This design comes from an exercise in tuning for small area, a short achievable clock period and few clock cycles per item on the open sky130 flow, not from production work.
In this exercise RTL edits were held to simulation tests only and were not proved equivalent to the original.
Power is estimated from default activity; no workload was simulated.

### config.mk
export PLATFORM = sky130hd
export DESIGN_NAME = pib_top
export DESIGN_NICKNAME = pib_top
export VERILOG_FILES = /design/flow/design.v
export SDC_FILE = /design/flow/constraint.sdc
export NUM_CORES = 8
export LEC_CHECK = 0
export CAP_MARGIN = 30
export CORE_MARGIN = 2
export CORE_UTILIZATION = 45
export PLACE_DENSITY = 0.6
export SETUP_SLACK_MARGIN = 4.5
export SLEW_MARGIN = 20
### constraint.sdc
create_clock -name core_clock -period 12.0 [get_ports {clk}]
set_input_delay 2.4000 -clock core_clock [delete_from_list [all_inputs] [get_ports {clk}]]
set_output_delay 2.4000 -clock core_clock [all_outputs]
set_load 0.01 [all_outputs]
### design.v
module pib_buf #(
    parameter SIZE = 64
) (
    input  wire              clk,
    input  wire [SIZE-1:0]   we,
    input  wire [8*SIZE-1:0] wdata,
    output wire [8*SIZE-1:0] mem_flat
);
    reg [7:0] mem [0:SIZE-1];
    genvar k;
    generate
        for (k = 0; k < SIZE; k = k + 1) begin : g_byte
            always @(posedge clk)
                if (we[k]) mem[k] <= wdata[8*k +: 8];
            assign mem_flat[8*k +: 8] = mem[k];
        end
    endgenerate
endmodule
module pib_top (
    input  wire        clk,
    input  wire        rst,           
    input  wire        host_valid,
    input  wire        host_write,
    input  wire [1:0]  host_size,     
    input  wire [17:0] host_addr,     
    input  wire [31:0] host_wdata,
    output wire        host_ready,
    output wire [31:0] host_rdata,
    output wire        host_err
);
    localparam FRAME_BUF_SIZE = 64;
    localparam LPM_CAPACITY   = 16;
    localparam [3:0] C_OK = 4'd0, C_TRUNC_HDR = 4'd1, C_TRUNC_ICMP = 4'd2,
                     C_BAD_IHL = 4'd3, C_FRAME_LEN_ERR = 4'd4,
                     C_ENTRY_INVALID = 4'd5, C_TABLE_FULL = 4'd6,
                     C_RANGE_ERR = 4'd7, C_ILLEGAL_CMD = 4'd8;
    reg [31:0] r_cmd;
    reg [3:0]  r_status;
    reg [8:1]  r_errlog;
    reg [15:0] r_frame_len;
    reg [31:0] r_arg0, r_arg1;
    reg [4:0]  r_lpm_count;
    reg        r_hdr_valid;
    reg [7:0]  r_p_ver_ihl;
    reg [15:0] r_p_total_len;
    reg [7:0]  r_p_protocol;
    reg [31:0] r_p_src, r_p_dst;
    reg [5:0]  r_p_plen;            
    reg [7:0]  r_p_icmp_type, r_p_icmp_code;
    reg [15:0] r_p_icmp_cksum, r_p_icmp_id, r_p_icmp_seq;
    reg [31:0] r_m_addr;
    reg        r_m_allow, r_m_hit;
    reg [5:0]  r_m_len;
    reg [1:0]  r_c_verdict;         
    reg [15:0] r_ck_result;
    reg [6:0]  r_r_len;
    reg [31:0] t_key  [0:LPM_CAPACITY-1];
    reg [5:0]  t_plen [0:LPM_CAPACITY-1];
    reg        t_deny [0:LPM_CAPACITY-1];
    reg [15:0] t_valid;             
    reg        r_lsel;              
    reg        busy;                
    reg        e_echo;              
    reg        e_rbuf;              
    reg [6:0]  e_p;                 
    reg [6:0]  e_q, e_qn;           
    reg [15:0] acc_s, acc_c;        
    reg [15:0] acc_a;               
    reg        f_pend;              
    reg        f_echo;              
    reg        r_ck_bad, r_echo_bad;
    reg [6:0]  e_end;               
    reg [6:0]  e_dend;              
    function [31:0] mask32(input [5:0] n);
        integer b;
        begin
            for (b = 0; b < 32; b = b + 1)
                mask32[b] = (n >= 6'd32 - b);
        end
    endfunction
    function [31:0] csa(input [15:0] a, input [15:0] b, input [15:0] c);
        reg [15:0] cy;
        begin
            cy  = (a & b) | (a & c) | (b & c);
            csa = {cy[14:0], cy[15], a ^ b ^ c};
        end
    endfunction
    function [15:0] eac(input [15:0] a, input [15:0] b);
        reg [15:0] g, p, G, P;
        integer k, d;
        begin
            g = a & b;
            p = a ^ b;
            G = g;
            P = p;
            for (d = 1; d < 16; d = d * 2)
                for (k = 15; k >= d; k = k - 1) begin
                    G[k] = G[k] | (P[k] & G[k-d]);
                    P[k] = P[k] & P[k-d];
                end
            eac[0] = p[0] ^ G[15];
            for (k = 1; k < 16; k = k + 1)
                eac[k] = p[k] ^ (G[k-1] | (P[k-1] & G[15]));
        end
    endfunction
    function [15:0] swap16(input [15:0] x);
        swap16 = {x[7:0], x[15:8]};
    endfunction
    function [31:0] cword(input [127:0] c, input [1:0] k);
        reg [127:0] x;
        begin
            x = c >> (32 * k);
            cword = {x[7:0], x[15:8], x[23:16], x[31:24]};
        end
    endfunction
    wire [1:0]  region = host_addr[17:16];
    wire [7:0]  roff   = host_addr[7:0];
    reg reg_known;
    always @(*) begin
        case (roff)
            8'h00, 8'h04, 8'h08, 8'h0C, 8'h10, 8'h14, 8'h18, 8'h1C, 8'h20,
            8'h40, 8'h44, 8'h48, 8'h4C, 8'h50, 8'h54, 8'h58, 8'h5C,
            8'h60, 8'h64, 8'h68, 8'h6C, 8'h70,
            8'h80, 8'h84, 8'h88, 8'h90, 8'h94: reg_known = 1'b1;
            default:                            reg_known = 1'b0;
        endcase
    end
    wire reg_legal   = (region == 2'd0) && (host_addr[15:8] == 8'd0) &&
                       (host_size == 2'd2) && reg_known;
    wire buf_aligned = (host_size == 2'd0) ||
                       (host_size == 2'd1 && host_addr[0] == 1'b0) ||
                       (host_size == 2'd2 && host_addr[1:0] == 2'd0);
    wire buf_legal   = (host_size != 2'd3) && buf_aligned && (host_addr[15:6] == 10'd0);
    wire fbuf_legal  = (region == 2'd1) && buf_legal;
    wire rbuf_legal  = (region == 2'd2) && buf_legal;
    wire acc_legal   = reg_legal || fbuf_legal || rbuf_legal;
    wire cmd_addr  = (host_addr == 18'd0);
    wire ck_addr   = (host_addr == 18'h00090);
    wire stall     = f_pend && ((host_write && cmd_addr) ||
                                (f_echo ? host_addr[17] : ck_addr));
    wire idle_wr   = host_valid && host_write && !busy && !stall;
    wire reg_wr    = idle_wr && reg_legal;
    wire cmd_write = reg_wr && (roff == 8'h00);
    wire [31:0] w        = host_wdata;
    wire        w_hi0    = (w[31:8] == 24'd0);
    wire        d_nop    = (w[7:0] == 8'h00) && w_hi0;
    wire        d_parse  = (w[7:0] == 8'h01) && w_hi0;
    wire        d_class  = (w[7:0] == 8'h02) && w_hi0;
    wire        d_clear  = (w[7:0] == 8'h10) && w_hi0;
    wire        d_insert = (w[7:0] == 8'h11) && (w[15:14] == 2'd0) && (w[31:17] == 15'd0);
    wire        d_match  = (w[7:0] == 8'h12) && w_hi0;
    wire        d_cksum  = (w[7:0] == 8'h20) && (w[31:9] == 23'd0);
    wire        d_echo   = (w[7:0] == 8'h21) && w_hi0;
    wire [5:0]  i_plen   = w[13:8];
    wire        i_deny   = w[16];
    wire        ins_bad  = (i_plen > 6'd32);
    wire [15:0] a_start  = r_arg1[15:0];
    wire [15:0] a_len    = r_arg1[31:16];
    wire [31:0] arg1_nx   = (reg_wr && roff == 8'h14) ? w : r_arg1;
    wire [7:0]  arg1_sum  = {1'b0, arg1_nx[6:0]} + {1'b0, arg1_nx[22:16]};
    wire        ck_bad_nx = (arg1_nx[15:7] != 9'd0) || (arg1_nx[31:23] != 9'd0) ||
                            (arg1_sum > 8'd64);
    wire        echo_bad_nx = ck_bad_nx || (arg1_nx[22:16] > 7'd56);
    wire l_need_arg0 = d_match || (d_insert && !ins_bad);
    wire lmiss = cmd_write && ((d_class && r_lsel) || (l_need_arg0 && !r_lsel));
    wire cmd_go = cmd_write && !lmiss;
    wire [511:0] fm, rm;
    wire [63:0]  f_we, r_we;
    wire [511:0] r_wd;
    wire [63:0]  f_lanes;
    pib_buf #(.SIZE(FRAME_BUF_SIZE)) u_fbuf (
        .clk(clk), .we(f_we), .wdata({8{f_lanes}}), .mem_flat(fm));
    wire [7:0]  f_b0   = fm[7:0];
    wire [3:0]  f_ihl  = fm[3:0];
    wire [15:0] f_tlen = {fm[2*8 +: 8], fm[3*8 +: 8]};
    wire [7:0]  f_prot = fm[9*8 +: 8];
    wire [31:0] f_src  = {fm[12*8 +: 8], fm[13*8 +: 8], fm[14*8 +: 8], fm[15*8 +: 8]};
    wire [31:0] f_dst  = {fm[16*8 +: 8], fm[17*8 +: 8], fm[18*8 +: 8], fm[19*8 +: 8]};
    wire [3:0] idx  = busy ? e_p[5:2] : w[5] ? a_start[5:2] : f_ihl;
    wire [3:0] ridx = busy ? e_p[5:2] : a_start[5:2];
    reg [127:0] fch, rch;    
    always @(*) begin
        case (idx[3:2])
            2'd0:    fch = fm[127:0];
            2'd1:    fch = fm[255:128];
            2'd2:    fch = fm[383:256];
            default: fch = fm[511:384];
        endcase
        case (ridx[3:2])
            2'd0:    rch = rm[127:0];
            2'd1:    rch = rm[255:128];
            2'd2:    rch = rm[383:256];
            default: rch = rm[511:384];
        endcase
    end
    wire [31:0] fword = cword(fch, idx[1:0]);
    wire [6:0] s7     = a_start[6:0];
    wire       m_byte = (a_start[1:0] != 2'd0);       
    wire       s_odd  = a_start[0];
    wire       st0    = cmd_go && ((d_cksum && !r_ck_bad) || (d_echo && !r_echo_bad));
    wire       s_on   = st0 || busy;
    wire       s_echo = busy ? e_echo : w[0];
    wire       s_rbuf = busy ? e_rbuf : w[8];
    wire [6:0] sp     = busy ? e_p : s7;              
    wire [6:0] bnd = (s_echo && m_byte) ? sp + 7'd1 :
                     s_echo             ? {sp[6:3] + 4'd1, 3'd0} :
                                          {sp[6:4] + 3'd1, 4'd0};
    wire       e_last = (bnd >= e_end);
    wire       end_lt = (sp[6:4] < e_end[6:4]);
    wire       end_eq = (sp[6:4] == e_end[6:4]);
    wire [15:0] cmask;
    genvar gi;
    generate
        for (gi = 0; gi < 16; gi = gi + 1) begin : g_cmask
            wire lt_bnd = !s_echo ? 1'b1 :
                          m_byte  ? (gi == sp[3:0]) :
                                    (sp[3] || gi < 8);
            wire lt_end = end_lt || (end_eq && gi < e_end[3:0]);
            assign cmask[gi] = s_on && (gi >= sp[3:0]) && lt_bnd && lt_end;
        end
    endgenerate
    wire         src_r = !s_echo && s_rbuf;
    wire [127:0] sch   = src_r ? rch : fch;
    wire [15:0]  sw [0:7];
    generate
        for (gi = 0; gi < 8; gi = gi + 1) begin : g_sw
            assign sw[gi] = {sch[16*gi +: 8] & {8{cmask[2*gi]}},
                             sch[16*gi + 8 +: 8] & {8{cmask[2*gi+1]}}};
        end
    endgenerate
    wire [15:0] idq    = eac(r_arg0[31:16], r_arg0[15:0]);
    wire [15:0] a_init = !s_echo ? 16'd0 : s_odd ? swap16(idq) : idq;
    wire [31:0] l1a = csa(sw[0], sw[1], sw[2]);
    wire [31:0] l1b = csa(sw[3], sw[4], sw[5]);
    wire [31:0] l2a = csa(l1a[15:0], l1a[31:16], l1b[15:0]);
    wire [31:0] l2b = csa(l1b[31:16], sw[6], sw[7]);
    wire [31:0] l3  = csa(l2a[15:0], l2a[31:16], l2b[15:0]);
    wire [31:0] l4  = csa(l3[15:0], l3[31:16], l2b[31:16]);
    wire [31:0] fa3 = csa(acc_a, acc_s, acc_c);
    wire [15:0] sum_all = eac(fa3[15:0], fa3[31:16]);
    wire [15:0] ck_fin  = ~(s_odd ? swap16(sum_all) : sum_all);
    wire [63:0] fch8    = sp[3] ? fch[127:64] : fch[63:0];
    wire [63:0] cp8     = a_start[2] ? {fch8[31:0], fch8[63:32]} : fch8;
    wire [7:0]  cpb     = fword[31 - 8*sp[1:0] -: 8];
    wire [63:0] e_lanes = m_byte ? {8{cpb}} : cp8;
    wire        e_copy  = s_on && s_echo;
    wire [6:0]  cq      = busy ? e_q  : 7'd8;
    wire [6:0]  cqn     = busy ? e_qn : (m_byte ? 7'd9 : (7'd16 - {4'd0, s7[2:0]}));
    wire        e_hfin  = f_pend && f_echo;            
    wire [7:0] hl0 = (host_size == 2'd2) ? w[31:24] : (host_size == 2'd1) ? w[15:8] : w[7:0];
    wire [7:0] hl1 = (host_size == 2'd2) ? w[23:16] : w[7:0];
    wire [7:0] hl2 = (host_size != 2'd0) ? w[15:8]  : w[7:0];
    wire [7:0] hl3 = w[7:0];
    wire [31:0] h_lanes = {hl3, hl2, hl1, hl0};       
    reg [3:0] h_be;
    always @(*) begin
        case (host_size)
            2'd0:    h_be = 4'b0001 << host_addr[1:0];
            2'd1:    h_be = host_addr[1] ? 4'b1100 : 4'b0011;
            default: h_be = 4'b1111;
        endcase
    end
    wire h_fwr = idle_wr && fbuf_legal;
    wire h_rwr = idle_wr && rbuf_legal;
    generate
        for (gi = 0; gi < 64; gi = gi + 1) begin : g_hwe
            wire hit = (host_addr[5:2] == gi / 4) && h_be[gi % 4];
            assign f_we[gi] = h_fwr && hit;
        end
    endgenerate
    assign f_lanes = {h_lanes, h_lanes};
    wire [63:0] r_lanes = host_addr[17] ? {h_lanes, h_lanes} : e_lanes;
    wire [63:0] e_hdr   = {r_arg0[7:0], r_arg0[15:8], r_arg0[23:16], r_arg0[31:24],
                           ck_fin[7:0], ck_fin[15:8], 16'd0};    
    generate
        for (gi = 0; gi < 64; gi = gi + 1) begin : g_rwe
            wire hhit = (host_addr[5:2] == gi / 4) && h_be[gi % 4];
            wire ehit;
            if (gi < 8) begin : g_lo
                assign ehit = e_hfin;
                assign r_wd[8*gi +: 8] = e_hfin ? e_hdr[8*gi +: 8] : r_lanes[8*(gi%8) +: 8];
            end else begin : g_hi
                assign ehit = e_copy && (gi >= cq) && (gi < cqn) && (gi < e_dend);
                assign r_wd[8*gi +: 8] = r_lanes[8*(gi%8) +: 8];
            end
            assign r_we[gi] = (h_rwr && hhit) || ehit;
        end
    endgenerate
    pib_buf #(.SIZE(FRAME_BUF_SIZE)) u_rbuf (
        .clk(clk), .we(r_we), .wdata(r_wd), .mem_flat(rm));
    reg [31:0] bword;
    integer hk;
    always @(*) begin
        bword = 32'd0;
        for (hk = 0; hk < 16; hk = hk + 1) begin
            if (host_addr[5:2] == hk && host_addr[16])
                bword = bword | {fm[(4*hk)*8 +: 8], fm[(4*hk+1)*8 +: 8],
                                 fm[(4*hk+2)*8 +: 8], fm[(4*hk+3)*8 +: 8]};
            if (host_addr[5:2] == hk && host_addr[17])
                bword = bword | {rm[(4*hk)*8 +: 8], rm[(4*hk+1)*8 +: 8],
                                 rm[(4*hk+2)*8 +: 8], rm[(4*hk+3)*8 +: 8]};
        end
    end
    reg [31:0] bdata;
    always @(*) begin
        case (host_size)
            2'd0: case (host_addr[1:0])
                      2'd0:    bdata = {24'd0, bword[31:24]};
                      2'd1:    bdata = {24'd0, bword[23:16]};
                      2'd2:    bdata = {24'd0, bword[15:8]};
                      default: bdata = {24'd0, bword[7:0]};
                  endcase
            2'd1:    bdata = host_addr[1] ? {16'd0, bword[15:0]} : {16'd0, bword[31:16]};
            default: bdata = bword;
        endcase
    end
    wire p_exam = r_hdr_valid && (r_p_protocol == 8'd1) && (r_p_plen >= 6'd8);
    wire p_echo = p_exam && (r_p_icmp_type == 8'd8);
    reg [31:0] reg_rdata;
    always @(*) begin
        case (roff[7:2])
            6'h00: reg_rdata = r_cmd;
            6'h01: reg_rdata = {28'd0, r_status};
            6'h02: reg_rdata = {23'd0, r_errlog, 1'b0};
            6'h03: reg_rdata = {16'd0, r_frame_len};
            6'h04: reg_rdata = r_arg0;
            6'h05: reg_rdata = r_arg1;
            6'h06: reg_rdata = FRAME_BUF_SIZE;
            6'h07: reg_rdata = LPM_CAPACITY;
            6'h08: reg_rdata = {27'd0, r_lpm_count};
            6'h10: reg_rdata = {28'd0, p_exam && !p_echo, p_echo, p_exam, r_hdr_valid};
            6'h11: reg_rdata = {24'd0, r_p_ver_ihl};
            6'h12: reg_rdata = {16'd0, r_p_total_len};
            6'h13: reg_rdata = {24'd0, r_p_protocol};
            6'h14: reg_rdata = r_p_src;
            6'h15: reg_rdata = r_p_dst;
            6'h16: reg_rdata = {26'd0, r_hdr_valid ? r_p_ver_ihl[3:0] : 4'd0, 2'd0};
            6'h17: reg_rdata = {26'd0, r_p_plen};
            6'h18: reg_rdata = {24'd0, r_p_icmp_type};
            6'h19: reg_rdata = {24'd0, r_p_icmp_code};
            6'h1A: reg_rdata = {16'd0, r_p_icmp_cksum};
            6'h1B: reg_rdata = {16'd0, r_p_icmp_id};
            6'h1C: reg_rdata = {16'd0, r_p_icmp_seq};
            6'h20: reg_rdata = r_m_addr;
            6'h21: reg_rdata = {18'd0, r_m_len, 6'd0, r_m_hit, r_m_allow};
            6'h22: reg_rdata = {30'd0, r_c_verdict};
            6'h24: reg_rdata = {16'd0, r_ck_result};
            6'h25: reg_rdata = {25'd0, r_r_len};
            default: reg_rdata = 32'd0;
        endcase
    end
    assign host_rdata = (region == 2'd0) ? reg_rdata : bdata;
    assign host_err   = !acc_legal;
    wire [31:0] icmp_a = fword;                       
    reg  [31:0] icmp_b;                               
    always @(*) begin
        case (f_ihl[1:0])
            2'd0: icmp_b = cword(fch, 2'd1);
            2'd1: icmp_b = cword(fch, 2'd2);
            2'd2: icmp_b = cword(fch, 2'd3);
            default: icmp_b = f_ihl[3] ? {fm[48*8 +: 8], fm[49*8 +: 8], fm[50*8 +: 8], fm[51*8 +: 8]}
                                       : {fm[32*8 +: 8], fm[33*8 +: 8], fm[34*8 +: 8], fm[35*8 +: 8]};
        endcase
    end
    wire [15:0] L        = r_frame_len;
    wire        pf_len   = (L > 16'd64);
    wire        pf_short = (L < 16'd20);
    wire        p_load   = !pf_len && !pf_short;
    wire        pf_ihl   = (f_ihl < 4'd5);
    wire [6:0]  p_hl     = {1'b0, f_ihl, 2'b00};
    wire        pf_trunc = (L[6:0] < p_hl);
    wire        p_hdr    = p_load && !pf_ihl && !pf_trunc;
    wire [6:0]  p_pay    = L[6:0] - p_hl;
    wire        p_icmp   = p_hdr && (f_prot == 8'd1);
    wire        pf_ticmp = p_icmp && (p_pay < 7'd8);
    wire        p_ex     = p_icmp && !pf_ticmp;
    wire        p_ech    = p_ex && (icmp_a[31:24] == 8'd8);
    wire [3:0]  p_code   = pf_len ? C_FRAME_LEN_ERR : pf_short ? C_TRUNC_HDR :
                           pf_ihl ? C_BAD_IHL : pf_trunc ? C_TRUNC_HDR :
                           pf_ticmp ? C_TRUNC_ICMP : C_OK;
    wire        p_ok     = (p_code == C_OK);
    wire [31:0] lpm_a = r_lsel ? r_arg0 : f_dst;
    wire [15:0] cov;
    wire [5:0]  plv [0:15];
    generate
        for (gi = 0; gi < 16; gi = gi + 1) begin : g_lpm
            assign plv[gi] = t_plen[gi];
            assign cov[gi] = t_valid[gi] &&
                             ((lpm_a & mask32(t_plen[gi])) == t_key[gi]);
        end
    endgenerate
    reg [15:0] cand;
    reg [5:0]  mlen;
    reg [15:0] bitv;
    integer bi, ei;
    always @(*) begin
        cand = cov;
        for (bi = 5; bi >= 0; bi = bi - 1) begin
            for (ei = 0; ei < 16; ei = ei + 1) bitv[ei] = plv[ei][bi];
            mlen[bi] = |(cand & bitv);
            if (mlen[bi]) cand = cand & bitv;
        end
    end
    wire l_hit = |cov;
    reg  l_deny;
    always @(*) begin
        l_deny = 1'b0;
        for (ei = 0; ei < 16; ei = ei + 1) l_deny = l_deny | (cand[ei] & t_deny[ei]);
    end
    wire [31:0] i_key = r_arg0 & mask32(i_plen);
    wire [15:0] dup;
    generate
        for (gi = 0; gi < 16; gi = gi + 1) begin : g_dup
            assign dup[gi] = cov[gi] && (t_plen[gi] == i_plen);
        end
    endgenerate
    wire i_go   = cmd_go && d_insert && !ins_bad;
    wire i_dup  = |dup;
    wire i_full = r_lpm_count[4];
    wire i_app  = i_go && !i_dup && !i_full;
    integer ti;
    always @(posedge clk) begin
        for (ti = 0; ti < LPM_CAPACITY; ti = ti + 1) begin
            if (i_app && r_lpm_count[3:0] == ti) begin
                t_key[ti]  <= i_key;
                t_plen[ti] <= i_plen;
            end
            if ((i_app && r_lpm_count[3:0] == ti) || (i_go && dup[ti]))
                t_deny[ti] <= i_deny;
        end
    end
    reg        fin;           
    reg [3:0]  fin_code;
    always @(*) begin
        fin = 1'b0;
        fin_code = C_OK;
        if (busy) begin
            fin = e_last;
        end else if (cmd_go) begin
            if (d_nop || d_clear || d_match) begin
                fin = 1'b1;
            end else if (d_parse || d_class) begin
                fin = 1'b1;
                fin_code = p_code;
            end else if (d_insert) begin
                fin = 1'b1;
                fin_code = ins_bad ? C_ENTRY_INVALID : (!i_dup && i_full) ? C_TABLE_FULL : C_OK;
            end else if (d_cksum) begin
                fin = r_ck_bad || e_last;
                fin_code = r_ck_bad ? C_RANGE_ERR : C_OK;
            end else if (d_echo) begin
                fin = r_echo_bad || e_last;
                fin_code = r_echo_bad ? C_RANGE_ERR : C_OK;
            end else begin
                fin = 1'b1;
                fin_code = C_ILLEGAL_CMD;
            end
        end
    end
    assign host_ready = busy ? e_last :
                        (host_valid && !stall && !lmiss && !(st0 && !e_last));
    always @(posedge clk) begin
        if (rst) begin
            busy            <= 1'b0;
            e_echo          <= 1'b0;
            e_rbuf          <= 1'b0;
            e_p             <= 7'd0;
            e_q             <= 7'd0;
            e_qn            <= 7'd0;
            acc_s           <= 16'd0;
            acc_c           <= 16'd0;
            acc_a           <= 16'd0;
            f_pend          <= 1'b0;
            f_echo          <= 1'b0;
            r_ck_bad        <= 1'b0;
            r_echo_bad      <= 1'b0;
            e_end           <= 7'd0;
            e_dend          <= 7'd8;
            t_valid         <= 16'd0;
            r_lsel          <= 1'b0;
            r_cmd           <= 32'd0;
            r_status        <= 4'd0;
            r_errlog        <= 8'd0;
            r_frame_len     <= 16'd0;
            r_arg0          <= 32'd0;
            r_arg1          <= 32'd0;
            r_lpm_count     <= 5'd0;
            r_hdr_valid     <= 1'b0;
            r_p_ver_ihl     <= 8'd0;
            r_p_total_len   <= 16'd0;
            r_p_protocol    <= 8'd0;
            r_p_src         <= 32'd0;
            r_p_dst         <= 32'd0;
            r_p_plen        <= 6'd0;
            r_p_icmp_type   <= 8'd0;
            r_p_icmp_code   <= 8'd0;
            r_p_icmp_cksum  <= 16'd0;
            r_p_icmp_id     <= 16'd0;
            r_p_icmp_seq    <= 16'd0;
            r_m_addr        <= 32'd0;
            r_m_allow       <= 1'b0;
            r_m_hit         <= 1'b0;
            r_m_len         <= 6'd0;
            r_c_verdict     <= 2'd0;
            r_ck_result     <= 16'd0;
            r_r_len         <= 7'd0;
        end else begin
            r_ck_bad   <= ck_bad_nx;
            r_echo_bad <= echo_bad_nx;
            e_end      <= arg1_sum[6:0];
            e_dend     <= arg1_nx[22:16] + 7'd8;
            if (reg_wr) begin
                case (roff)
                    8'h00: r_cmd <= w;
                    8'h08: r_errlog <= r_errlog & ~w[8:1];
                    8'h0C: begin r_frame_len <= w[15:0]; r_lsel <= 1'b0; end
                    8'h10: begin r_arg0 <= w; r_lsel <= 1'b1; end
                    8'h14: r_arg1 <= w;
                    default: ;
                endcase
            end
            if (lmiss) r_lsel <= !r_lsel;
            if (fin) begin
                r_status <= fin_code;
                if (fin_code != C_OK) r_errlog[fin_code] <= 1'b1;
            end
            if (s_on) begin
                e_p   <= bnd;
                e_q   <= cqn;
                e_qn  <= cqn + (m_byte ? 7'd1 : 7'd8);
                acc_s <= l4[15:0];
                acc_c <= l4[31:16];
                acc_a <= busy ? sum_all : a_init;
                if (e_last) begin
                    busy   <= 1'b0;
                    f_pend <= 1'b1;
                    f_echo <= s_echo;
                    if (s_echo) r_r_len <= e_dend;
                end else begin
                    busy <= 1'b1;
                end
                if (!busy) begin
                    e_echo <= w[0];
                    e_rbuf <= w[8];
                end
            end
            if (f_pend) begin
                f_pend <= 1'b0;
                if (!f_echo) r_ck_result <= ck_fin;
            end
            if (cmd_go) begin
                if (d_clear) begin
                    r_lpm_count <= 5'd0;
                    t_valid     <= 16'd0;
                end
                if (i_app) begin
                    r_lpm_count <= r_lpm_count + 5'd1;
                    t_valid[r_lpm_count[3:0]] <= 1'b1;
                end
                if (d_match) begin
                    r_m_addr  <= r_arg0;
                    r_m_hit   <= l_hit;
                    r_m_allow <= l_hit && !l_deny;
                    r_m_len   <= mlen;
                end
                if (d_parse || d_class) begin
                    r_hdr_valid    <= p_hdr;
                    r_p_ver_ihl    <= p_load ? f_b0   : 8'd0;
                    r_p_total_len  <= p_load ? f_tlen : 16'd0;
                    r_p_protocol   <= p_load ? f_prot : 8'd0;
                    r_p_src        <= p_load ? f_src  : 32'd0;
                    r_p_dst        <= p_load ? f_dst  : 32'd0;
                    r_p_plen       <= p_hdr  ? p_pay[5:0] : 6'd0;
                    r_p_icmp_type  <= p_ex   ? icmp_a[31:24] : 8'd0;
                    r_p_icmp_code  <= p_ech  ? icmp_a[23:16] : 8'd0;
                    r_p_icmp_cksum <= p_ech  ? icmp_a[15:0]  : 16'd0;
                    r_p_icmp_id    <= p_ech  ? icmp_b[31:16] : 16'd0;
                    r_p_icmp_seq   <= p_ech  ? icmp_b[15:0]  : 16'd0;
                end
                if (d_class) begin
                    r_m_addr    <= p_ok ? f_dst : 32'd0;
                    r_m_hit     <= p_ok && l_hit;
                    r_m_allow   <= p_ok && l_hit && !l_deny;
                    r_m_len     <= p_ok ? mlen : 6'd0;
                    r_c_verdict <= p_ok ? 2'b01 : 2'b10;
                end
            end
        end
    end
endmodule
### run.sh
#!/bin/bash
# synth_recipe.tcl (not shown) runs the flow's synth.tcl, then flattens the netlist and writes it again
# the make line also repeats each setting of config.mk as NAME=value (left out here)
make -C /OpenROAD-flow-scripts/flow DESIGN_CONFIG=/design/flow/config.mk WORK_HOME=/design/flow/orfs CLKGATE_MAP_FILE= SYNTH_SCRIPT=/design/flow/synth_recipe.tcl finish
==> run summary, run 1 <==
status no timing/DRC/antenna violations; Arr. time, crit path 5910 ps; CP Data Required Time 9600 ps; final RePlAce weighted congestion 1.12; Synth Instances 10,598; layout cells sized above 1 22.1%; initial antenna violation count 113; post-route ant nets 0; r2r endpoint r_m_allow; Pleak 45.7 nW; Post-CTS Hold Fix Bufs 0; die area 258,000 um2; Crit. Startpoint host_addr[4]; Max clock buf depth 4; P&R area growth vs syn 22.3%; Initial Utilization 45.1%; global-route wire length before repair 943,000 um; power share of the clock group 46.6%; Seq/Total Area, Yosys 51.5%; syn nets 10,849; synthesized flop and latch total 2,116; Ys Warns 6; Crit Path Class in -> out; Fmax 120 MHz; sequential power share 47.0%; endpoints failing setup 0; vias in the first global route 102,703; vias 116,008; design area 140,000 um2; core area 253,000 um2; GR Util All Layers 54.3%; Layout Cells excl Fill 14,856; Die X 508 um; largest net degree at the start of global routing 157; DRT iter0 DRCs 28,262; port buffer count 89; Worst setup SP type input pin; post-synth cell types 98; Primary FF master, synth edfxtp_1; clk_skew 96.8 ps; Clk Latency, worst-skew pair 990 ps; setup slack, reg-to-reg 4360 ps; RR Startpoint r_lsel; final hold violation count 0; Crit Path Max Fanout 6; drc violations 0; setup TNS 0 ps; Final Slew Violations 0; RSZ-0062 raised after global routing true; Layout Nets 11,421; grt total ovfl 0; DPL Wire Length 500,000 um; Hold WC Path Type reg -> reg; CTS H-tree lvls 4; clock sinks 2,116; period utilisation layout 69.2%; crit end category output pin; I/O pins 90; drt wl/cell 48.9 um; Slew headroom 14.0%; DRT Wirelength 726,000 um; switching share of total power 24.6%; placed cells 13,779; Slew @ Worst Pin 1280 ps; max-cap viol count 0; Int Power 12.6 mW; NetSw 4.12 mW; Pre-antenna DRT Iters 13; peak supply drop 0.000147 V; vias per inst 7.81; Clock Tree Root clkbuf_16; Die Ht 508 um; synthesized area per cell 10.8 um2; CTS tree done; standard-cell row count 185; EDFF count, synth 1,648; clk slew on worst S/H paths 60 ps; hold_ws 453 ps; PwrDens 120 nW/um2; placed instance area 123,000 um2; Setup crit end host_rdata[1]; synthesized cell area 114,000 um2; TritonCTS Buffers 240; cells on worst reg2reg path 30; Post-synth ARST share 0%; final worst path period need 8310 ps; Comb pwr share 6.4%
## stage by stage
step	worst slack [ps]	utilization, %	power (mW)
2_1_floorplan	4460	-	8.38
3_3_place_gp	703	48.1	8.88
3_5_place_dp	1270	48.6	8.89
4_1_cts	4040	54.0	16.6
5_1_grt	3910	55.1	16.9
6_report	3690	55.2	16.8
## sequential cells by signal, summed over array words and instances, names as in the netlist, 32 cells and up
| name | cells |
|---|---|
| r_arg0 | 32 |
| r_arg1 | 32 |
| r_cmd | 32 |
| r_m_addr | 32 |
| r_p_dst | 32 |
| r_p_src | 32 |
| t_key | 512 |
| t_plen | 96 |
| u_fbuf.mem | 512 |
| u_rbuf.mem | 512 |
## critical path, cell delays in order
cell      delay, ps
buf_12          120
buf_12          140
nor2b_4         180
nand2_2          90
buf_12          170
nor2_4          120
buf_8           180
a22oi_1         230
nand4_1         120
or4_4           630
o211ai_1        870
o211ai_1        370
buf_2           250
## cells by family after synthesis
logic type | after synthesis | synth area share [%]
buffers and inverters | 1150 | 3.86
flip-flops | 2116 | 51.5
XOR/XNOR | 448 | 3.43
AND/OR/NAND/NOR | 3137 | 12.6
AO/OA/AOI/OAI | 3096 | 18.9
multiplexers | 456 | 6.87
adder cells (fa/ha/maj) | 195 | 2.89
## routing by layer
metal / vias to the layer above / share of wire, % / track usage (%)
li1: 42494 / - / -
met1: 56563 / 33 / 66.4
met2: 13365 / 38 / 70.2
met3: 3518 / 19 / 29.5
met4: 68 / 9.8 / 41.8
met5: - / 0.12 / 1.72
## Yosys cell counts (27+ instances only)
cell type  count  area (um2)
a222oi_1     179        1790
and2_1        55         344
a22o_1       151        1320
xnor2_1      298        2610
mux4_2       256        5770
a221oi_1     163        1430
nor2b_1       43         269
nor3_1       192         961
o21ai_0      311        1560
a22oi_1      547        4110
nand2b_1      53         332
nand4_1      214        1340
buf_1        108         405
edfxtp_1    1648       49500
mux2i_1      128        1280
dfxtp_1      468        9370
inv_1        280        1050
nand2_1      917        3440
nor4_1       108         676
fa_1         116        2320
a211oi_1     195        1460
xor2_1       150        1310
and3_1        44         275
o211ai_1      52         390
a21o_1        36         270
a311oi_1      89         780
or3_1         36         225
nand3_1      363        1820
o22ai_1      101         632
o21a_1        40         300
or4_1         53         398
nor2_1       979        3670
o221ai_1      63         552
a31oi_1       92         576
ha_1          79         988
mux2_2        70         788
a21oi_1      806        4030
clkbuf_1     720        2700
o2111ai_1     27         236
## timing repair
action	CTS	global route
gates cloned	10	5
setup buffers	343	127
setup endpoints to repair	952	76
pin swaps	158	142
resized for setup	742	302
## layout make-up
cell class | instances | area (um2)
multi-input combinational | 7333 | 55100
clock inverter | 154 | 1760
inverter | 290 | 1100
timing repair buffer | 1189 | 12200
tap | 3366 | 4210
clock buffer | 288 | 6340
sequential | 2116 | 58900
antenna | 120 | 300
fill | 21620 | 114000
## power groups by stage
stage          Sequential [mW]  Combinational [mW]  Clock [mW]
2_1_floorplan             8.04               0.339           0
3_3_place_gp              8.04               0.840           0
3_5_place_dp              8.04               0.845           0
4_1_cts                   7.88               0.946        7.75
5_1_grt                   7.88                1.04        8.01
6_report                  7.88                1.08        7.81
## cell usage in the layout (no fill, tap or decap), drive strengths merged, types with 101 or more instances in the layout
cell	count
xor2	150
a22oi	547
a222oi	179
mux4	256
a211oi	195
nand4	215
dfxtp	468
nor4	110
a21oi	806
clkbuf	299
edfxtp	1648
o21ai	314
nand3	363
nor2	979
a221oi	163
a22o	151
xnor2	298
inv	292
buf	1150
nor3	192
mux2i	130
diode	120
o22ai	101
nand2	918
fa	116
## how the worst min path moves through the flow
stage | cells past startpoint | start | to | slack, ps
finish | 2 | r_p_dst[4] | r_p_dst[4] | 450
floorplan | 2 | r_p_total_len[13] | r_p_total_len[13] | 430
detailed placement | 2 | r_p_dst[13] | r_p_dst[13] | 440
global route | 2 | r_p_dst[11] | r_p_dst[11] | 470
CTS | 2 | r_p_dst[13] | r_p_dst[13] | 450
global placement | 2 | r_p_dst[13] | r_p_dst[13] | 440
Testbench counts, summed over its fixed seeds: cycles 38,968, items 1,200.
==> run 2: changes to the inputs <==
--- a/design.v
+++ b/design.v
@@ -61,2 +61,5 @@
     reg        r_lsel;              
+    reg        r_ssel;              
+    reg [15:0] cov_r;               
+    reg        cov_ok;              
     reg        busy;                
@@ -164,4 +167,7 @@
     wire l_need_arg0 = d_match || (d_insert && !ins_bad);
-    wire lmiss = cmd_write && ((d_class && r_lsel) || (l_need_arg0 && !r_lsel));
-    wire cmd_go = cmd_write && !lmiss;
+    wire s_cmd  = (d_cksum && !r_ck_bad) || (d_echo && !r_echo_bad);
+    wire lmiss  = (d_class && (r_lsel || !cov_ok)) || (l_need_arg0 && (!r_lsel || !cov_ok));
+    wire smiss  = (s_cmd && !r_ssel) || ((d_parse || d_class) && r_ssel);
+    wire miss   = cmd_write && (lmiss || smiss);
+    wire cmd_go = cmd_write && !miss;
     wire [511:0] fm, rm;
@@ -178,3 +184,3 @@
     wire [31:0] f_dst  = {fm[16*8 +: 8], fm[17*8 +: 8], fm[18*8 +: 8], fm[19*8 +: 8]};
-    wire [3:0] idx  = busy ? e_p[5:2] : w[5] ? a_start[5:2] : f_ihl;
+    wire [3:0] idx  = busy ? e_p[5:2] : r_ssel ? a_start[5:2] : f_ihl;
     wire [3:0] ridx = busy ? e_p[5:2] : a_start[5:2];
@@ -199,3 +205,3 @@
     wire       s_odd  = a_start[0];
-    wire       st0    = cmd_go && ((d_cksum && !r_ck_bad) || (d_echo && !r_echo_bad));
+    wire       st0    = cmd_go && s_cmd;
     wire       s_on   = st0 || busy;
@@ -381,4 +387,16 @@
     wire        p_ok     = (p_code == C_OK);
-    wire [31:0] lpm_a = r_lsel ? r_arg0 : f_dst;
-    wire [15:0] cov;
+    wire        wr_arg0  = reg_wr && roff == 8'h10;
+    wire        wr_flen  = reg_wr && roff == 8'h0C;
+    wire        lsel_nx  = wr_arg0 ? 1'b1 : wr_flen ? 1'b0 :
+                           (cmd_write && lmiss) ? l_need_arg0 : r_lsel;
+    wire [31:0] arg0_nx  = wr_arg0 ? w : r_arg0;
+    wire [31:0] dst_nx;
+    generate
+        for (gi = 16; gi < 20; gi = gi + 1) begin : g_dstnx
+            assign dst_nx[8*(19-gi) +: 8] = f_we[gi] ? f_lanes[8*(gi%8) +: 8] : fm[8*gi +: 8];
+        end
+    endgenerate
+    wire [31:0] lpm_a = lsel_nx ? arg0_nx : dst_nx;
+    wire [15:0] cov_nx;
+    wire [15:0] cov = cov_r;
     wire [5:0]  plv [0:15];
@@ -387,3 +405,3 @@
             assign plv[gi] = t_plen[gi];
-            assign cov[gi] = t_valid[gi] &&
+            assign cov_nx[gi] = t_valid[gi] &&
                              ((lpm_a & mask32(t_plen[gi])) == t_key[gi]);
@@ -460,3 +478,18 @@
     assign host_ready = busy ? e_last :
-                        (host_valid && !stall && !lmiss && !(st0 && !e_last));
+                        (host_valid && !stall && !miss && !(st0 && !e_last));
+    always @(posedge clk) begin
+        cov_r <= cov_nx;
+        if (s_on) begin
+            e_p   <= bnd;
+            e_q   <= cqn;
+            e_qn  <= cqn + (m_byte ? 7'd1 : 7'd8);
+            acc_s <= l4[15:0];
+            acc_c <= l4[31:16];
+            acc_a <= busy ? sum_all : a_init;
+            if (!busy) begin
+                e_echo <= w[0];
+                e_rbuf <= w[8];
+            end
+        end
+    end
     always @(posedge clk) begin
@@ -464,10 +497,2 @@
             busy            <= 1'b0;
-            e_echo          <= 1'b0;
-            e_rbuf          <= 1'b0;
-            e_p             <= 7'd0;
-            e_q             <= 7'd0;
-            e_qn            <= 7'd0;
-            acc_s           <= 16'd0;
-            acc_c           <= 16'd0;
-            acc_a           <= 16'd0;
             f_pend          <= 1'b0;
@@ -480,2 +505,4 @@
             r_lsel          <= 1'b0;
+            r_ssel          <= 1'b0;
+            cov_ok          <= 1'b0;
             r_cmd           <= 32'd0;
@@ -515,5 +542,5 @@
                     8'h08: r_errlog <= r_errlog & ~w[8:1];
-                    8'h0C: begin r_frame_len <= w[15:0]; r_lsel <= 1'b0; end
-                    8'h10: begin r_arg0 <= w; r_lsel <= 1'b1; end
-                    8'h14: r_arg1 <= w;
+                    8'h0C: begin r_frame_len <= w[15:0]; r_ssel <= 1'b0; end
+                    8'h10: r_arg0 <= w;
+                    8'h14: begin r_arg1 <= w; r_ssel <= 1'b1; end
                     default: ;
@@ -521,3 +548,5 @@
             end
-            if (lmiss) r_lsel <= !r_lsel;
+            r_lsel <= lsel_nx;
+            cov_ok <= !(i_app || (cmd_go && d_clear));
+            if (cmd_write && smiss) r_ssel <= s_cmd;
             if (fin) begin
@@ -527,8 +556,2 @@
             if (s_on) begin
-                e_p   <= bnd;
-                e_q   <= cqn;
-                e_qn  <= cqn + (m_byte ? 7'd1 : 7'd8);
-                acc_s <= l4[15:0];
-                acc_c <= l4[31:16];
-                acc_a <= busy ? sum_all : a_init;
                 if (e_last) begin
@@ -541,6 +564,2 @@
                 end
-                if (!busy) begin
-                    e_echo <= w[0];
-                    e_rbuf <= w[8];
-                end
             end
--- a/config.mk
+++ b/config.mk
@@ -9,5 +9,8 @@
 export CORE_MARGIN = 2
-export CORE_UTILIZATION = 45
+export CORE_UTILIZATION = 40
+export CTS_BUF_LIST = sky130_fd_sc_hd__clkbuf_16
+export CTS_CLUSTER_DIAMETER = 70
+export CTS_CLUSTER_SIZE = 35
 export PLACE_DENSITY = 0.6
-export SETUP_SLACK_MARGIN = 4.5
+export SETUP_SLACK_MARGIN = 5
 export SLEW_MARGIN = 20
==> run 2 against run 1 <==
  * The layout now fails its checks (max-capacitance violations, max-slew violations)
  * Sequential power rose by 0.8%
  * Final cell count hardly changed
  * Maximum frequency up 6.7%
  * Critical path type unchanged
  * Non-clock buffer count rose by 8
  * Power fell by 9.4%
  * Register-to-register slack improved by 480 ps
  * Sequential share of layout area grew 1.1 points
  * Clock skew shrank 17 ps
  * Clock power is about 20% lower
  * Cell area is 1.3% lower
==> run summary, run 2 <==
status complete, but fails checks; SO Faults max-capacitance violations, max-slew violations; CTS tree done; Slew @ Worst Pin 1580 ps (+308 ps); Post-synth ARST share 0% (unchanged); TritonCTS Buffers 161 (-33%); initial antenna violation count 110 (-2.7%); placed cells 13,974 (+1.4%); Initial Utilization 40.1% (-5.0 points); period utilisation layout 64.9% (-4.3 points); drt wl/cell 49.2 um (+0.64%); Pleak 45.9 nW (+0.36%); final RePlAce weighted congestion 1.12 (-0.15%); post-synth top area cell edfxtp_1; Layout Cells excl Fill 14,850 (-0.040%); synthesized area per cell 11.0 um2 (+1.8%); Arr. time, crit path 5390 ps (-520 ps); peak supply drop 0.000123 V (-16%); most common cell in the netlist edfxtp_1; Crit Path Max Fanout 11 (+5); post-synth top area share 44.9% (+1.6 points); Final Slew Violations 2 (+2); syn nets 10,533 (-2.9%); Primary FF master, synth edfxtp_1; Fmax 128 MHz (+6.7%); largest net degree at the start of global routing 97 (-38%); PwrDens 110 nW/um2 (-8.2%); highest-count cells in the layout ignoring fill and taps edfxtp_1 (1,687), nor2_1 (916), nand2_1 (775); top post-synthesis cells by count edfxtp_1 (1,687), nor2_1 (1,110), nand2_1 (815), a21oi_1 (762), clkbuf_1 (669); CTS H-tree lvls 4 (unchanged); final worst path period need 7790 ps (-520 ps); layout cells sized above 1 23.5% (+1.4 points); Pre-antenna DRT Iters 10 (-3); Post-CTS Hold Fix Bufs 0 (unchanged); crit end category output pin; Clk Latency, worst-skew pair 950 ps (-40 ps); commonest non-fill, non-tap cell in the layout edfxtp_1; Ys Warns 6 (unchanged); Slew headroom -5.64% (-20 points); vias 109,241 (-5.8%); DPL Wire Length 516,000 um (+3.1%); clock sinks 2,134 (+0.85%); hold_ws 459 ps (+5.77 ps); RSZ-0062 raised after global routing true; DRT Wirelength 730,000 um (+0.60%); synthesized cell area 113,000 um2 (-1.3%); P&R area growth vs syn 22.3% (about the same); max-cap viol count 1 (+1); DRT iter0 DRCs 23,703 (-16%); synthesized flop and latch total 2,134 (+0.85%); Die X 535 um (+5.4%); EDFF count, synth 1,687 (+2.4%); Seq/Total Area, Yosys 52.8% (+1.3 points); standard-cell row count 195 (+5.4%); final hold violation count 0 (unchanged); Layout fillers 25,254 (+17%); Finished Core Util 49.1% (-6.2 points); Layout Nets 11,130 (-2.5%); Max clock buf depth 4 (unchanged); I/O pins 90 (unchanged); Crit Path Class in -> out; core area 282,000 um2 (+11%); GR Util All Layers 49.3% (-5.0 points); CP Data Required Time 9600 ps (about the same); clk_skew 80.0 ps (-16.8 ps); setup slack, reg-to-reg 4840 ps (+480 ps); setup TNS 0 ps (unchanged); die area 287,000 um2 (+11%); biggest regs t_key: 512 flops, u_fbuf.mem: 512 flops, u_rbuf.mem: 512 flops; Synth Instances 10,280 (-3.0%); drc violations 0 (unchanged); Synth area leaders edfxtp_1 (45%), dfxtp_1 (7.9%), mux4_2 (5.1%), nor2_1 (3.7%), a21oi_1 (3.4%); Hold WC Path Type reg -> reg; vias per inst 7.36 (-5.8%); port buffer count 89 (unchanged); global-route wire length before repair 939,000 um (-0.45%); vias in the first global route 97,616 (-5.0%); Die Ht 535 um (+5.4%); Clock Tree Root clkbuf_16; clk slew on worst S/H paths 90 ps (+30 ps); total power 15.2 mW (-9.4%); post-synth cell types 86 (-12%); post-route ant nets 0 (unchanged); grt total ovfl 0 (unchanged); Worst setup SP type input pin; endpoints failing setup 0 (unchanged)
==> run 2: cell families (layout without fill, tap and decap cells) <==
group                    count (synthesis)  after routing  share of synthesized area, %
AO/OA/AOI/OAI                         2887           2887                          17.2
XOR/XNOR                               600            600                          4.65
adder cells (fa/ha/maj)                197            197                          2.95
buffers and inverters                 1069           1793                          3.62
flip-flops                            2134           2134                          52.8
multiplexers                           491            491                          7.29
other                                    0             99                             0
AND/OR/NAND/NOR                       2902           2906                          11.5
==> run 2: repair_timing <==
action,4_1_cts,5_1_grt
setup endpoints to repair,464,155
buffers inserted,336,91
pin swaps,233,197
gates resized for setup,947,343
gates cloned,27,4
==> run 2: routing by layer <==
layer  vias to the layer above  track usage [%]  part of all wire (%)
met5                         -             1.27                  0.26
met1                     54516             62.5                    36
met4                        50             34.0                   8.7
met3                      2553             28.2                    19
met2                     11593             61.9                    37
li1                      40529                -                     -
==> run 2: layout make-up <==
class / instances / area [um2] / area share (%)
inverters: 302 / 1180 / 0.856
well taps: 3743 / 4680 / 3.39
repair buffers: 1197 / 12500 / 9.02
clock buffers: 167 / 4180 / 3.03
diodes: 99 / 248 / 0.179
clock inverters: 127 / 1660 / 1.20
multi-input cells: 7081 / 54100 / 39.2
flip-flops and latches: 2134 / 59600 / 43.2
==> run 2: path summary, 6_finish.rpt <==
| check | startpoint | to | cells after the start |
|---|---|---|---|
| max | host_addr[4] | host_rdata[1] | 11 |
| min | r_p_dst[31] | r_p_dst[31] | 2 |
| max reg2reg | cov_r[4] | r_m_allow | 19 |
| min reg2reg | r_p_dst[31] | r_p_dst[31] | 2 |
==> run 2: power breakdown <==
| part | switching, mW | total [mW] | internal (mW) | leakage (nW) |
|---|---|---|---|---|
| Clock | 3.39 | 6.26 | 2.87 | 2.83 |
| Combinational | 0.696 | 0.977 | 0.281 | 24.9 |
| Sequential | 0.000145 | 7.94 | 7.94 | 18.2 |
| Total | 4.09 | 15.2 | 11.1 | 45.9 |
==> run 2: through the flow <==
stage          setup WS [ps]  cell area (um2)
6_report                4210           138000
5_1_grt                 4320           138000
4_1_cts                 4510           135000
3_5_place_dp            1770           123000
3_3_place_gp            1900           121000
2_1_floorplan           4410           113000
==> run 2: critical path, stage by stage <==
cell	delay, ps
bufbuf_16	240
nand2b_1	380
nor3_1	110
buf_4	230
a222oi_1	770
o2111ai_2	190
nor3_4	430
nor2_1	100
a221oi_2	210
o21ai_2	110
buf_2	170
Testbench counts of run 2, summed over its fixed seeds: cycles 38,968, items 1,200.
==> run 3: changes to the inputs <==
--- a/config.mk
+++ b/config.mk
@@ -10,5 +10,2 @@
 export CORE_UTILIZATION = 40
-export CTS_BUF_LIST = sky130_fd_sc_hd__clkbuf_16
-export CTS_CLUSTER_DIAMETER = 70
-export CTS_CLUSTER_SIZE = 35
 export PLACE_DENSITY = 0.6
==> run 3 against run 2 <==
  * The run now finishes clean
  * Critical path depth is the same
  * Register-to-register slack lost 40 ps
  * Final cell count up 1.1%
  * Clock-buffer cell count is 127 higher
  * Sequential share of layout area down 0.66 points
  * Synthesized area did not move
  * Clock skew rose by 7.6 ps
  * Worst setup slack got worse by 45 ps
  * Wire length grew 0.39%
  * Via count up 0.68%
  * Critical endpoint is now host_rdata[6]
  * Largest cell class unchanged
  * Largest power group unchanged
==> run summary, run 3 <==
TritonCTS Buffers 242 (+50%); Synth area leaders edfxtp_1 (45%), dfxtp_1 (7.9%), mux4_2 (5.1%), nor2_1 (3.7%), a21oi_1 (3.4%); EDFF count, synth 1,687 (unchanged); port buffer count 89 (unchanged); post-route ant nets 0 (unchanged); Layout Nets 11,214 (+0.75%); highest-count cells in the layout ignoring fill and taps edfxtp_1 (1,687), nor2_1 (939), nand2_1 (776); drc violations 0 (unchanged); Layout Cells excl Fill 15,017 (+1.1%); DRT Wirelength 733,000 um (+0.39%); Clock Tree Root clkbuf_16; worst path cell trace buf_4 > nand2b_2 > nor2_4 > buf_4 > buf_4 > a22o_1 > a221oi_1 > o21ai_0 > nor3_4 > o21ai_2 > buf_2; Hold Crit Start r_p_dst[11]; core area 282,000 um2 (unchanged); Pre-antenna DRT Iters 11 (+1); Seq/Total Area, Yosys 52.8% (unchanged); largest net degree at the start of global routing 97 (unchanged); placed instance area 123,000 um2 (unchanged); peak supply drop 0.000128 V (+4.1%); commonest non-fill, non-tap cell in the layout edfxtp_1; Hold WC Path Type reg -> reg; Worst setup SP type input pin; Finished Core Util 49.8% (+0.76 points); Max stage delay on crit path 580 ps (-190 ps); GR Util All Layers 49.4% (+0.082 points); Synth Instances 10,280 (unchanged); Layout fillers 25,099 (-0.61%); total power 16.7 mW (+10%); placed cells 13,974 (unchanged); clk_skew 87.6 ps (+7.63 ps); setup slack, reg-to-reg 4800 ps (-40 ps); syn nets 10,533 (unchanged); most common cell in the netlist edfxtp_1; post-synth top area cell edfxtp_1; grt total ovfl 0 (unchanged); DRT iter0 DRCs 24,190 (+2.1%); drt wl/cell 48.8 um (-0.72%); status no timing/DRC/antenna violations; layout cells sized above 1 23.9% (+0.36 points); Post-CTS Hold Fix Bufs 0 (unchanged); clock sinks 2,134 (unchanged); Clk Latency, worst-skew pair 1000 ps (+50 ps); synthesized cell area 113,000 um2 (unchanged); biggest regs t_key: 512 flops, u_fbuf.mem: 512 flops, u_rbuf.mem: 512 flops; Post-synth ARST share 0% (unchanged); hold_ws 457 ps (-1.79 ps); P&R area growth vs syn 24.2%; post-synth cell types 86 (unchanged); r2r endpoint r_m_allow; worst hold endpoint r_p_dst[11]; synthesized area per cell 11.0 um2 (unchanged); design area 140,000 um2 (+1.6%); final RePlAce weighted congestion 1.12 (unchanged); DPL Wire Length 516,000 um (unchanged); CP Data Required Time 9600 ps (about the same); Arr. time, crit path 5430 ps (+40 ps); critical path buffer and inverter count 4 (+1); final worst path period need 7830 ps (+45.0 ps); vias per inst 7.32 (-0.44%); Initial Utilization 40.1% (unchanged); CP max-delay cell a221oi_1; period utilisation layout 65.3% (+0.38 points); CP most frequent cell buf_4; clk slew on worst S/H paths 60 ps (-30 ps); PwrDens 119 nW/um2 (+8.3%); Primary FF master, synth edfxtp_1; cells on worst reg2reg path 20 (+1); top post-synthesis cells by count edfxtp_1 (1,687), nor2_1 (1,110), nand2_1 (815), a21oi_1 (762), clkbuf_1 (669); Hold Path Cell Cnt 2 (unchanged); Pleak 47.0 nW (+2.4%); Max clock buf depth 4 (unchanged); max-cap viol count 0 (-1); Slew headroom 14.3% (+20 points); die area 287,000 um2 (unchanged); Crit Path Max Fanout 12 (+1); synthesized flop and latch total 2,134 (unchanged); global-route wire length before repair 942,000 um (+0.28%); Fmax 128 MHz (-0.57%); initial antenna violation count 102 (-7.3%); Die Ht 535 um (unchanged); PnR worst setup slack 4170 ps (-45.0 ps); Crit path depth 11 (unchanged); vias 109,984 (+0.68%); vias in the first global route 98,501 (+0.91%); Crit Path Class in -> out; endpoints failing setup 0 (unchanged); Final Slew Violations 0 (-2); pre-CTS setup slack 1770 ps (unchanged); standard-cell row count 195 (unchanged); Slew @ Worst Pin 1290 ps (-299 ps); delay-heaviest family, CP compound AO/OA/AOI/OAI gates; post-synth top area share 44.9% (unchanged); I/O pins 90 (unchanged); Die X 535 um (unchanged); RR Startpoint cov_r[5]; RSZ-0062 raised after global routing true; CTS H-tree lvls 4 (unchanged); CTS tree done; setup TNS 0 ps (unchanged); crit end category output pin; Ys Warns 6 (unchanged); final hold violation count 0 (unchanged)
-- run 3: cell counts after synthesis --
Identical to the previous run, type by type.
-- run 3: layer usage --
layer	wire length [um]	track usage, %
met2	272000	62.4
met4	63600	34.1
met5	518	0.217
met3	136000	28.0
met1	261000	62.5
-- run 3: worst max-delay path by stage --
stage	startpoint	endpoint	slack [ps]
floorplan	host_addr[3]	acc_s[7]	4410
global placement	host_addr[2]	host_rdata[6]	1900
detailed placement	host_addr[2]	host_rdata[6]	1770
CTS	host_addr[4]	host_rdata[6]	4510
global route	host_addr[5]	host_rdata[14]	4310
finish	host_addr[6]	host_rdata[6]	4170
-- run 3: cell families (layout without fill, tap and decap cells) --
kind of cell               after synthesis  after routing  synth area share, %
AOI/OAI and AO/OA                     2887           2887                 17.2
xor gates and xnor gates               600            600                 4.65
adders and majority gates              197            197                 2.95
buffers and inverters                 1069           1955                 3.62
DFF                                   2134           2134                 52.8
muxes                                  491            491                 7.29
other                                    0            104                    0
and+or+nand+nor                       2902           2906                 11.5
-- run 3: repair_timing --
action / CTS / global route
setup buffers: 325 / 101
gates resized for setup: 976 / 291
setup endpoints to repair: 464 / 135
pin swaps: 251 / 184
gates cloned: 26 / 4
-- run 3: tightest hold or removal path, cell delays in order, from the launching register on --
cell and delay, ps:
dfxtp_1 310, nand2_1 50, a21oi_1 50
-- run 3: power by group --
group / leakage (nW) / internal, mW / switching, mW / total, mW
clock network: 3.96 / 4.38 / 3.40 / 7.78
logic: 24.9 / 0.279 / 0.696 / 0.975
registers: 18.2 / 7.95 / 0.000115 / 7.95
-- run 3: final cells by class --
type	count	area [um2]	area share [%]
Antenna cell	104	260	0.186
Clock buffer	294	6510	4.64
Clock inverter	159	1530	1.09
Inverter	302	1190	0.846
Multi-Input combinational cell	7081	54000	38.5
Sequential cell	2134	59600	42.5
Tap cell	3743	4680	3.34
Timing Repair Buffer	1200	12500	8.90
==> run 4: changes to the inputs <==
--- a/config.mk
+++ b/config.mk
@@ -10,2 +10,5 @@
 export CORE_UTILIZATION = 40
+export CTS_BUF_LIST = sky130_fd_sc_hd__clkbuf_16
+export CTS_CLUSTER_DIAMETER = 60
+export CTS_CLUSTER_SIZE = 30
 export PLACE_DENSITY = 0.6
@@ -13 +16,2 @@
 export SLEW_MARGIN = 20
+export TNS_END_PERCENT = 0
==> run 4 against run 3 <==
  * Sequential share of layout area is 1.6 points higher
  * Critical path depth is 9 higher
  * Non-clock buffer count is 192 lower
  * Critical path type is now reg -> reg
==> run summary, run 4 <==
met3 WL 131,000 um (-3.5%); Die X 535 um (unchanged); crit end category flop; RR Startpoint t_plen[6][5]; post-synth cell types 86 (unchanged); Finished Core Util 48.0% (-1.8 points); standard-cell row count 195 (unchanged); commonest non-fill, non-tap cell in the layout edfxtp_1; CTS H-tree lvls 4 (unchanged); vias in the first global route 96,484 (-2.0%); DRT Wirelength 713,000 um (-2.8%); die area 287,000 um2 (unchanged); Pleak 44.9 nW (-4.6%); clk slew on worst S/H paths 80 ps (+20 ps); Primary FF master, synth edfxtp_1; synthesized cell area 113,000 um2 (unchanged); DRT iter0 DRCs 24,657 (+1.9%); Initial Utilization 40.1% (unchanged); Synth Instances 10,280 (unchanged); GR Util All Layers 48.1% (-1.3 points); synthesized flop and latch total 2,134 (unchanged); Crit Path Max Fanout 22 (+10); worst hold endpoint r_p_src[31]; period utilisation layout 67.0% (+1.7 points); Fmax 124 MHz (-2.5%); TritonCTS Buffers 201 (-17%); routed length on met2 268,000 um (-1.4%); status no timing/DRC/antenna violations; highest-count cells in the layout ignoring fill and taps edfxtp_1 (1,687), nor2_1 (989), nand2_1 (792); synthesized area per cell 11.0 um2 (unchanged); endpoints failing setup 0 (unchanged); Slew headroom 19.3% (+5.0 points); PwrDens 119 nW/um2 (about the same); Clock Tree Root clkbuf_16; vias per inst 7.35 (+0.38%); Arr. time, crit path 8890 ps (+3460 ps); Crit Path Class reg -> reg; Pre-antenna DRT Iters 13 (+2); M1 WL 254,000 um (-2.8%); syn nets 10,533 (unchanged); Slew @ Worst Pin 1210 ps (-74.7 ps); CP Data Required Time 12,850 ps (+3250 ps); RSZ-0062 raised after global routing true; post-synth top area share 44.9% (unchanged); Final Slew Violations 0 (unchanged); biggest regs t_key: 512 flops, u_fbuf.mem: 512 flops, u_rbuf.mem: 512 flops; Seq/Total Area, Yosys 52.8% (unchanged); Hold WC Path Type reg -> reg; drt wl/cell 48.4 um (-0.83%); post-synth top area cell edfxtp_1; largest net degree at the start of global routing 101 (+4.1%); peak supply drop 0.000136 V (+6.4%); drc violations 0 (unchanged); Max clock buf depth 4 (unchanged); Clk Latency, worst-skew pair 960 ps (-40 ps); Worst setup SP type flop; global-route wire length before repair 919,000 um (-2.4%); CTS tree done; Post-CTS Hold Fix Bufs 0 (unchanged); vias 108,229 (-1.6%); Ys Warns 6 (unchanged); clk_skew 71.2 ps (-16.4 ps); Post-synth ARST share 0% (unchanged); DPL Wire Length 507,000 um (-1.7%); final worst path period need 8040 ps (+204 ps); core area 282,000 um2 (unchanged); Hold Path Cell Cnt 2 (unchanged); grt total ovfl 0 (unchanged); initial antenna violation count 103 (+0.98%); port buffer count 89 (unchanged); EDFF count, synth 1,687 (unchanged); cells on worst reg2reg path 20 (unchanged); layout cells sized above 1 20.1% (-3.8 points); Synth area leaders edfxtp_1 (45%), dfxtp_1 (7.9%), mux4_2 (5.1%), nor2_1 (3.7%), a21oi_1 (3.4%); setup slack, reg-to-reg 3960 ps (-840 ps); most common cell in the netlist edfxtp_1; Layout fillers 25,599 (+2.0%); Die Ht 535 um (unchanged); top post-synthesis cells by count edfxtp_1 (1,687), nor2_1 (1,110), nand2_1 (815), a21oi_1 (762), clkbuf_1 (669); Top Metal Used met5; setup TNS 0 ps (unchanged); I/O pins 90 (unchanged); Layout Nets 10,980 (-2.1%); P&R area growth vs syn 19.7%; post-route ant nets 0 (unchanged); Hold Crit Start r_p_src[31]; clock sinks 2,134 (unchanged); max-cap viol count 0 (unchanged); final hold violation count 0 (unchanged); final RePlAce weighted congestion 1.13 (+0.59%); r2r endpoint r_m_allow
==> run 4: cell types whose count changed in the layout (fill, tap and decap cells not counted), moves of 32 or more <==
cell,delta
inv_2,-32
clkinv_1,-35
a221oi_1,+33
fa_2,-35
inv_1,+38
fa_1,+35
buf_12,-33
buf_4,-37
buf_6,-101
clkbuf_16,-44
clkinv_2,-51
nor2_1,+50
nor2_4,-38
clkbuf_1,-32
==> run 4: worst max-delay path, cell delays in order (launching register included) <==
cell       delay, ps
edfxtp_1         350
buf_4            230
a22o_1           250
a221oi_1         610
and4_4           590
o21ai_1          440
o2111ai_1        600
or4_1            230
a211o_4          280
buf_4            340
a2111oi_1        150
buf_4            210
a2111oi_0        920
and4_4           440
o21ai_1          200
o2111ai_1        690
nor4_4           110
buf_4            210
o2111ai_1        470
a32oi_1          220
o31ai_1          330
==> run 4: what timing repair did <==
item | in CTS | in global routing
gates resized for setup | 564 | 95
endpoints found under the setup margin | 1166 | 374
gates cloned | 10 | 2
pin swaps | 122 | 45
buffers inserted | 216 | 38
==> run 4: final cells by class <==
class                           count  area [um2]  share of cell area [%]
Multi-Input combinational cell   7080       52400                    38.7
Antenna cell                       81         203                   0.150
Clock buffer                      205        5130                    3.80
Clock inverter                    168        2150                    1.59
Timing Repair Buffer             1008        9830                    7.27
Sequential cell                  2134       59600                    44.1
Inverter                          302        1160                   0.861
Tap cell                         3743        4680                    3.47
==> run 4: per-stage QoR <==
step           total power, mW  hold WS (ps)  setup slack (ps)  instances  instance area, um2
2_1_floorplan             8.38           428              4390      10280              113000
3_3_place_gp              8.83           438              1490      13897              121000
3_5_place_dp              8.84           447              1490      13968              122000
4_1_cts                   16.0           457              4450      14567              134000
5_1_grt                   16.3           477              4320      14655              135000
6_report                  16.1           455              3960      14721              135000
==> run 4: cell families (layout without fill, tap and decap cells) <==
kind of cell	after synthesis	after routing	synth area share (%)
simple gates	2902	2905	11.5
compound gates	2887	2887	17.2
flops	2134	2134	52.8
buf+inv	1069	1683	3.62
xor+xnor	600	600	4.65
mux	491	491	7.29
fa+ha+maj	197	197	2.95
other cells	0	81	0
==> run 4: how the worst max path moves through the flow <==
stage	from	end	slack, ps	depth (start not counted)
floorplan	host_addr[3]	acc_s[7]	4390	18
global placement	host_addr[4]	host_rdata[6]	1490	16
detailed placement	host_addr[5]	acc_s[0]	1490	21
CTS	host_addr[5]	host_rdata[13]	4450	15
global route	host_addr[0]	host_rdata[6]	4320	13
finish	t_plen[6][5]	r_m_allow	3960	20
==> run 4: power breakdown <==
part           total (mW)  switching, mW  internal (mW)
Clock                7.23           3.63           3.60
Combinational       0.906          0.667          0.239
Sequential           7.94       0.000155           7.94
==> run 4: per-layer routing <==
layer / global-route usage [%] / vias to the layer above
met3: 26.8 / 2412
met5: 0.533 / -
met1: 60.9 / 54207
met2: 61.8 / 11262
met4: 31.1 / 52
li1: - / 40296
==> run 5: changes to the inputs <==
--- a/config.mk
+++ b/config.mk
@@ -16,2 +16 @@
 export SLEW_MARGIN = 20
-export TNS_END_PERCENT = 0
==> run 5 against run 4 <==
  * Still clean on timing, DRC and antenna
  * Non-clock buffer count rose by 153
  * Sequential power about the same
  * Final cell count is 1.4% higher
  * Critical endpoint is now host_rdata[1]
==> run summary, run 5 <==
highest-count cells in the layout ignoring fill and taps edfxtp_1 (1,687), nor2_1 (969), nand2_1 (768); post-synth top area share 44.9% (unchanged); Clk Latency, worst-skew pair 990 ps (+30 ps); commonest non-fill, non-tap cell in the layout edfxtp_1; status no timing/DRC/antenna violations; CP most frequent cell buf_4; CP max-delay cell a222oi_1; most common cell in the netlist edfxtp_1; clk_skew 63.4 ps (-7.83 ps); RSZ-0062 raised after global routing true; final RePlAce weighted congestion 1.12 (-0.58%); largest net degree at the start of global routing 97 (-4.0%); CTS tree done; worst path cell trace buf_16 > buf_4 > nand2_2 > nor3_1 > buf_4 > a222oi_1 > o2111ai_2 > nor3_4 > nor2_1 > a221oi_2 > o21ai_2 > buf_2; Clock Tree Root clkbuf_16; max-cap viol count 0 (unchanged); post-synth top area cell edfxtp_1; grt total ovfl 0 (unchanged); global-route wire length before repair 941,000 um (+2.4%); synthesized flop and latch total 2,134 (unchanged); hold_ws 457 ps (+1.78 ps); DPL Wire Length 516,000 um (+1.7%); CP Data Required Time 9600 ps (-3250 ps); Ys Warns 6 (unchanged); Arr. time, crit path 5420 ps (-3470 ps); core area 282,000 um2 (unchanged); GR Util All Layers 49.4% (+1.3 points); Initial Utilization 40.1% (unchanged); Max clock buf depth 4 (unchanged); standard-cell row count 195 (unchanged); PwrDens 117 nW/um2 (-1.9%); synthesized area per cell 11.0 um2 (unchanged); vias in the first global route 98,264 (+1.8%); Die Ht 535 um (unchanged); total power 16.2 mW (+0.75%); Worst setup SP type input pin; die area 287,000 um2 (unchanged); Synth Instances 10,280 (unchanged); vias per inst 7.34 (-0.12%); placed instance area 123,000 um2 (+0.20%); drc violations 0 (unchanged); final hold violation count 0 (unchanged); Final Slew Violations 0 (unchanged); Synth area leaders edfxtp_1 (45%), dfxtp_1 (7.9%), mux4_2 (5.1%), nor2_1 (3.7%), a21oi_1 (3.4%); biggest regs t_key: 512 flops, u_fbuf.mem: 512 flops, u_rbuf.mem: 512 flops; design area 139,000 um2 (+2.7%); Fmax 128 MHz (+2.8%); Seq/Total Area, Yosys 52.8% (unchanged); Slew @ Worst Pin 1450 ps (+236 ps); Primary FF master, synth edfxtp_1; setup TNS 0 ps (unchanged); Hold WC Path Type reg -> reg; top post-synthesis cells by count edfxtp_1 (1,687), nor2_1 (1,110), nand2_1 (815), a21oi_1 (762), clkbuf_1 (669); Crit Path Class in -> out; P&R area growth vs syn 22.9%; syn nets 10,533 (unchanged); clock sinks 2,134 (unchanged); Post-synth ARST share 0% (unchanged); Pre-antenna DRT Iters 11 (-2); I/O pins 90 (unchanged); CTS H-tree lvls 4 (unchanged); initial antenna violation count 118 (+15%); vias 109,593 (+1.3%); Crit Path Max Fanout 11 (-50%); drt wl/cell 49.0 um (+1.3%); port buffer count 89 (unchanged); Layout Cells excl Fill 14,924 (+1.4%); final worst path period need 7820 ps (-219 ps); Max stage delay on crit path 750 ps (-170 ps); Layout Nets 11,141 (+1.5%); crit end category output pin; clk slew on worst S/H paths 80 ps (about the same); Die X 535 um (unchanged); Pleak 46.4 nW (+3.5%); Slew headroom 3.58% (-16 points); DRT Wirelength 732,000 um (+2.7%); TritonCTS Buffers 208 (+3.5%); post-route ant nets 0 (unchanged); period utilisation layout 65.1% (-1.8 points); placed cells 13,974 (+0.043%); DRT iter0 DRCs 24,275 (-1.5%); post-synth cell types 86 (unchanged); peak supply drop 0.000116 V (-15%); endpoints failing setup 0 (unchanged); layout cells sized above 1 23.1% (+3.0 points); synthesized cell area 113,000 um2 (unchanged); EDFF count, synth 1,687 (unchanged)
run 5: worst paths after layout:
path / start / end / slack (ps) / cells after the start
setup reg to reg: busy / acc_s[3] / 4580 / 18
setup / recovery: host_addr[2] / host_rdata[1] / 4180 / 12
hold reg to reg: r_p_dst[11] / r_p_dst[11] / 460 / 2
hold / removal: r_p_dst[11] / r_p_dst[11] / 460 / 2
run 5: critical path: cells and delay by family:
kind                   cells  cell delay, ps
AOI/OAI and AO/OA          4            1290
and+or+nand+nor            4            1050
buffers and inverters      4             640
run 5: layer usage:
layer  wire [um]  part of all wire (%)  GRT usage [%]  up-vias
met5         916                  0.13           1.73        -
met4       63900                   8.7           34.1       52
met3      136000                    19           28.2     2601
met2      270000                    37           62.0    11588
met1      262000                    36           62.6    54683
li1            -                     -              -    40669
run 5: kinds of logic (layout without fill, tap and decap cells):
kind of cell    Yosys count  count (layout)  share of synthesized area (%)
mux                     491             491                           7.29
fa+ha+maj               197             197                           2.95
flops                  2134            2134                           52.8
other cells               0             116                              0
buf+inv                1069            1850                           3.62
xor+xnor                600             600                           4.65
compound gates         2887            2887                           17.2
simple gates           2902            2906                           11.5
run 5: timing repair:
item                                    CTS  global route
endpoints found under the setup margin  464           136
pin swaps                               186           186
gates cloned                             26             2
hold buffers                              0             0
gates resized for setup                 882           266
buffers inserted                        317            75
run 5: layout make-up:
cell class / count / area (um2)
inverter: 302 / 1180
timing repair buffer: 1161 / 11900
clock inverter: 176 / 2100
fill: 25203 / 143000
clock buffer: 211 / 5280
multi-input combinational: 7081 / 53700
tap: 3743 / 4680
antenna: 116 / 290
sequential: 2134 / 59600
run 5: power breakdown:
group          internal [mW]  total (mW)  switching [mW]  leakage (nW)
clock network           3.60        7.29            3.69          3.60
registers               7.94        7.94        0.000203          18.2
logic                  0.278       0.971           0.693          24.6
total                   11.8        16.2            4.39          46.4
run 5: metrics by stage:
step           utilization (%)  setup slack, ps
5_1_grt                   49.2             4350
3_5_place_dp              43.6             1770
6_report                  49.3             4180
4_1_cts                   48.4             4510
3_3_place_gp              43.2             1900
2_1_floorplan                -             4410
